What follows belongs to an exercise in optimizing a design on an open flow for small area, a short achievable clock period and few clock cycles per item; a production flow would make more cautious choices. RTL that was checked went through simulation tests only; none was proved equivalent to the original. Power figures rest on the tool's default switching activity, not on a simulated workload. The clock port is modelled as an ideal driver; clocking choices that lean on that would not hold on a real chip.

== run 1 ==
==> flow/design.v (excerpt) <==
module modbus_rx (
    input  wire       clk,
    input  wire       rst,         
    input  wire       in_valid,
    output wire       in_ready,
    input  wire [7:0] in_data,
    output wire       out_valid,
    input  wire       out_ready,
    output wire [7:0] out_data,
    output wire       out_last
);
Size: roughly 2200 flip-flops, about 23 I/O pins, ~0.050 mm² of cells after synthesis.
Settings: LEC_CHECK=0, ABC_AREA=1, CAP_MARGIN=20, CORE_MARGIN=2, CORE_UTILIZATION=62, PLACE_DENSITY=0.92, SLEW_MARGIN=20; clock period 10.0 ns.
standard.sh (not shown) runs the stock make flow with config.mk's settings and CLKGATE_MAP_FILE= SYNTH_SCRIPT=/design/flow/synth_recipe.tcl, a recipe that flattens the netlist after the stock synthesis.
==> flow/flow/run.sh <==
#!/bin/bash
# Own layout flow: the standard ORFS flow (standard.sh), with
#  - clock tree synthesis with larger sink clusters and no dummy loads.
# The SDC, the clock period and every other setting are left as they are.
set -euo pipefail
export CTS_ARGS="-sink_clustering_enable -repair_clock_nets -sink_clustering_size 30 -sink_clustering_max_diameter 80 -dont_use_dummy_load"
bash standard.sh finish SETUP_SLACK_MARGIN=6.9 > standard.log 2>&1
Run 1 completed end to end with timing, DRC and antenna clean.
Testbench counts of run 1, summed over its fixed seeds: cycles 26,792, frames 320.
For run 2, these inputs were changed with respect to run 1:
Settings: removing PLACE_DENSITY (formerly 0.92); changing CORE_UTILIZATION from 62 to 40.
==> comparison <==
Of the two values seen for global routing's busiest layer, met1 was produced by run 2 and met2 by run 1. Of run 2 and run 1, it is run 2 that has the lower power density normalized to cell area. Final period utilization: run 2 vs run 1 up 0.51 points. Run 2 vs run 1 on met3 track utilization from global routing: run 2 is the lower one.
## Diff of input files: run 3 against run 2
Settings: changing CORE_UTILIZATION from 40 to 62; setting PLACE_DENSITY to 0.68 for the first time.
## What came out
No stage failed in run 3, and the final checks on the layout all came back clean.
Run 3 -> run 2: internal power consumption flat
NOTE: global-route usage in run 3 exceeds that of run 2
Going from run 2 to run 3, register share of the cell area up 0.88 points; post-layout minimum cycle time down 0.034 ns; post-detailed-routing wire length up about 6%; count of buffers not belonging to the clock network in the layout up 17; clock-buffer cell count down about 1.1%.
Taking run 2 as the reference, in run 3 final weighted congestion in routability-driven placement climbed about 1.2%; delay of the slowest critical-path stage dropped 0.05 ns; maximum vdd ir drop climbed 0.000055 V.
Edits applied to the flow inputs when going from run 3 to run 4:
Settings: PLACE_DENSITY removed (was 0.68).
==> comparison <==
- The routed wire length per instance of run 3 and that of run 4 are within noise of each other.
- Run 4 and run 3 ended up with nearly the same final standard cell area without fillers.
- Reported for run 4 and run 3, average cell area after synthesis turned out identical to the last digit.
- Between run 3 and run 4, the number of sequential cells does not differ in any meaningful way.
- [compare] base=run 3 new=run 4: number of global-route vias before repair moved down, proportion of cell area spent on the clock network level, fraction of area in multi-input gates level, reported combinational group power level.

---

Setup of alpha:
modbus_rx, a different RTL version from the one above (not shown whole).
Size: ~3000 cells after synthesis, roughly 50000 µm² of cells after synthesis.
Design modbus_rx, start of the top module:
module modbus_rx (
    input  wire       clk,
    input  wire       rst,         
    input  wire       in_valid,
    output wire       in_ready,
    input  wire [7:0] in_data,
    output wire       out_valid,
    input  wire       out_ready,
    output wire [7:0] out_data,
    output wire       out_last
);
    localparam integer L  = 261;       
    localparam integer DA = L - 1;     
    localparam integer TA = DA - 1;    
    localparam integer J  = 8;         
    localparam integer Q  = 16;        
    localparam integer QB = 4;         
    localparam [1:0] T_OK  = 2'd0;
    localparam [1:0] T_FC  = 2'd1;
    localparam [1:0] T_CRC = 2'd2;
    localparam [8:0] LM1 = L - 1;
    reg  [8*L-1:0] ring;
    wire     [7:0] ring_in;
    always @(posedge clk)
        ring <= {ring[8*(L-1)-1:0], ring_in};
    localparam [2:0] P_F0 = 3'd0, P_F1 = 3'd1, P_BC = 3'd2, P_DT = 3'd3,
                     P_CL = 3'd4, P_CH = 3'd5;
    reg        in_rdy;
    reg  [8:0] lw;                 
    reg  [2:0] ext;                
    reg  [2:0] pst;                
    reg  [7:0] dc;                 
    reg [15:0] crc;
    reg  [7:0] crc_lo;
    reg        lo_mm;              
    reg        fc_ok;
    reg  [8:0] le;                 
    wire       le1 = (le == 9'd1);
    assign in_ready = in_rdy;
    wire acc    = in_valid & in_rdy;
    wire lw0    = (lw == 9'd0);
    wire ext_wr = (ext != 3'd0) && lw0 && !le1;
    wire [7:0] ext_byte = (ext == 3'd4) ? crc_lo :
                          (ext == 3'd3) ? crc[15:8] :
                          (ext == 3'd2) ? crc[7:0] : 8'h00;
    assign ring_in = acc ? in_data : ext_wr ? ext_byte : ring[8*L-1 -: 8];
  ...
clock: 10.0 ns
lec_check: 0
cap_margin: 20
core_margin: 2
core_utilization: 40
slew_margin: 20
run.sh (not shown) runs the stock make flow with config.mk's settings and CLKGATE_MAP_FILE= SYNTH_SCRIPT=/design/flow/synth_recipe.tcl, a recipe that flattens the netlist after the stock synthesis.
Stock flow here: none of the scripts above is used.
What epsilon does differently from alpha at the input level:
- PLACE_DENSITY now 0.75, previously not set
- HOLD_SLACK_MARGIN now 0, previously not set
- CTS_BUF_LIST now sky130_fd_sc_hd__clkbuf_8, previously not set
- CORE_UTILIZATION now 65, was 40
- CTS_CLUSTER_SIZE now 32, previously not set
--- outcome ---
epsilon finished end to end and its layout was clean on timing, DRC and antenna.
Comparing epsilon and alpha, the lower HPWL reported at the end of detailed placement was measured on alpha.
Re sequential share of layout area: epsilon and alpha aren't equal, and the lower value belongs to alpha.
alpha has higher share of the clock period used by the worst path than epsilon.
Of epsilon and alpha, the higher combinational share of power belongs to epsilon.
Compared with alpha, in epsilon total number of cells along the worst setup path went up 1; total wire length after detailed routing saw an increase; global-route usage now larger; number of H-tree levels went up; number of register bits inferred by synthesis saw little to no change.
Compared to alpha, epsilon has post-route worst setup slack 0.061 ns higher.
No functional check of the RTL was part of any run of this note.

---

modbus_rx, a different RTL version from the one above (not shown whole).
For scale: roughly 3300 cells after synthesis, roughly 2200 flip-flops.
==> flow/config.mk <==
export PLATFORM = sky130hd
export DESIGN_NAME = modbus_rx
export DESIGN_NICKNAME = modbus_rx
export VERILOG_FILES = /design/flow/design.v
export SDC_FILE = /design/flow/constraint.sdc
export NUM_CORES = 4
export LEC_CHECK = 0
export ABC_AREA = 1
export CAP_MARGIN = 20
export CORE_MARGIN = 2
export CORE_UTILIZATION = 40
export SLEW_MARGIN = 20
==> flow/constraint.sdc <==
create_clock -name core_clock -period 10.0 [get_ports {clk}]
set_input_delay 2.0000 -clock core_clock [delete_from_list [all_inputs] [get_ports {clk}]]
set_output_delay 2.0000 -clock core_clock [all_outputs]
set_load 0.01 [all_outputs]
standard.sh (not shown) runs the stock make flow with config.mk's settings and CLKGATE_MAP_FILE= SYNTH_SCRIPT=/design/flow/synth_recipe.tcl, a recipe that flattens the netlist after the stock synthesis.
==> flow/flow/run.sh <==
#!/bin/bash
# Own layout flow: the standard ORFS flow (standard.sh), with
#  - clock tree synthesis with larger sink clusters and no dummy loads.
# The SDC, the clock period and every other setting are left as they are.
set -euo pipefail
export CTS_ARGS="-sink_clustering_enable -repair_clock_nets -sink_clustering_size 24 -sink_clustering_max_diameter 60 -dont_use_dummy_load"
bash standard.sh finish SETUP_SLACK_MARGIN=6.9 > standard.log 2>&1
Testbench counts at the start, summed over its fixed seeds: cycles 26,816, frames 320.
Then changed:
--- a/flow/flow/run.sh
+++ b/flow/flow/run.sh
@@ -5,3 +5,3 @@
 set -euo pipefail
-export CTS_ARGS="-sink_clustering_enable -repair_clock_nets -sink_clustering_size 24 -sink_clustering_max_diameter 60 -dont_use_dummy_load"
+export CTS_ARGS="-sink_clustering_enable -repair_clock_nets -sink_clustering_size 30 -sink_clustering_max_diameter 80 -dont_use_dummy_load"
 bash standard.sh finish SETUP_SLACK_MARGIN=6.9 > standard.log 2>&1
Outcome: Sequential power stays flat. Clock-buffer cell count falls by 31. Non-clock buffer count falls by 1. Cell area falls by 1.4%. Global-route usage falls by 0.15 points. Clock skew rises by 0.0087 ns. Via count falls by 1.2%. Core utilization falls by 0.62 points. Worst hold slack is worse by 0.029 ns. Maximum frequency rises by 0.67%. First-iteration DRC count rises by 1.9%.
Then changed:
--- a/flow/config.mk
+++ b/flow/config.mk
@@ -7,3 +7,2 @@
 export LEC_CHECK = 0
-export ABC_AREA = 1
 export CAP_MARGIN = 20
Result:
- hold slack is better by 0.028 ns
- cell area goes up slightly
- via count came out higher slightly
- count of clock-buffer cells in the layout drops by 4
- maximum frequency is lower slightly
- clock skew came out lower by 0.013 ns
- worst setup slack got worse by 0.024 ns
- non-clock buffer count increases by 2
Then changed:
--- a/flow/flow/run.sh
+++ b/flow/flow/run.sh
@@ -5,3 +5,3 @@
 set -euo pipefail
-export CTS_ARGS="-sink_clustering_enable -repair_clock_nets -sink_clustering_size 30 -sink_clustering_max_diameter 80 -dont_use_dummy_load"
+export CTS_ARGS="-sink_clustering_enable -repair_clock_nets -sink_clustering_size 30 -sink_clustering_max_diameter 80 -dont_use_dummy_load -balance_levels"
 bash standard.sh finish SETUP_SLACK_MARGIN=6.9 > standard.log 2>&1
--- a/flow/config.mk
+++ b/flow/config.mk
@@ -7,2 +7,3 @@
 export LEC_CHECK = 0
+export ABC_AREA = 1
 export CAP_MARGIN = 20
Worst setup slack improved by 0.024 ns.
Final cell count went up by 3.6%.
Synthesized cell count went up by 4.0%.
Cell area went down by 0.54%.
Wire length went down by 7.4%.
Power went down by 0.48%.
Clock-buffer cell count went up by 4.
Global-route usage went down by 0.56 points.
Non-clock buffer count went down by 2.

port drivers added, routing unchanged:
In the flow no input, the clock included, has a driving cell. The finished layouts below were timed again as built, in two steps.
Step 1: set_driving_cell puts a clkbuf_16 on clk and a buf_2 on each other input, an assumption about the parent block.
Step 2 times the ports against the registers' clock, not the clock port: input delays grow and output delays shrink by t, the midpoint of the rising clock arrivals with the driver on.
Three values: ideal, step 1, step 2; two values: the first two.
| run | t, ns | slack for setup (ns) | worst setup path at the end | worst register clock-pin slew, ns |
|---|---|---|---|---|
| run 1 | 0.699 | 6.871 / 6.805 / 6.222 | input to register | 0.11 / 0.11 |
| run 2 | 0.698 | 6.820 / 6.756 / 6.195 | input to register | 0.11 / 0.11 |
| run 3 | 0.673 | 6.854 / 6.796 / 6.326 | input to register | 0.12 / 0.12 |
| run 4 | 0.666 | 6.867 / 6.806 / 6.306 | input to register | 0.11 / 0.11 |
| alpha | 0.834 | 5.266 / 5.315 / 4.481 | input to register | 0.07 / 0.07 |
| epsilon | 0.950 | 5.328 / 5.328 / 4.453 | input to register | 0.08 / 0.08 |
| the first run of note 3 | 0.733 | 6.784 / 6.718 / 6.181 | input to register | 0.09 / 0.09 |
| the second run of note 3 | 0.707 | 6.805 / 6.739 / 6.186 | input to register | 0.11 / 0.11 |
| the third run of note 3 | 0.728 | 6.781 / 6.711 / 6.250 | input to register | 0.12 / 0.12 |
| the fourth run of note 3 | 0.707 | 6.805 / 6.739 / 6.186 | input to register | 0.11 / 0.11 |
After both steps every run listed still meets setup and hold. For epsilon, which loses most, drivers alone change the setup slack by 0.000 ns; drivers and shift together by -0.875 ns.
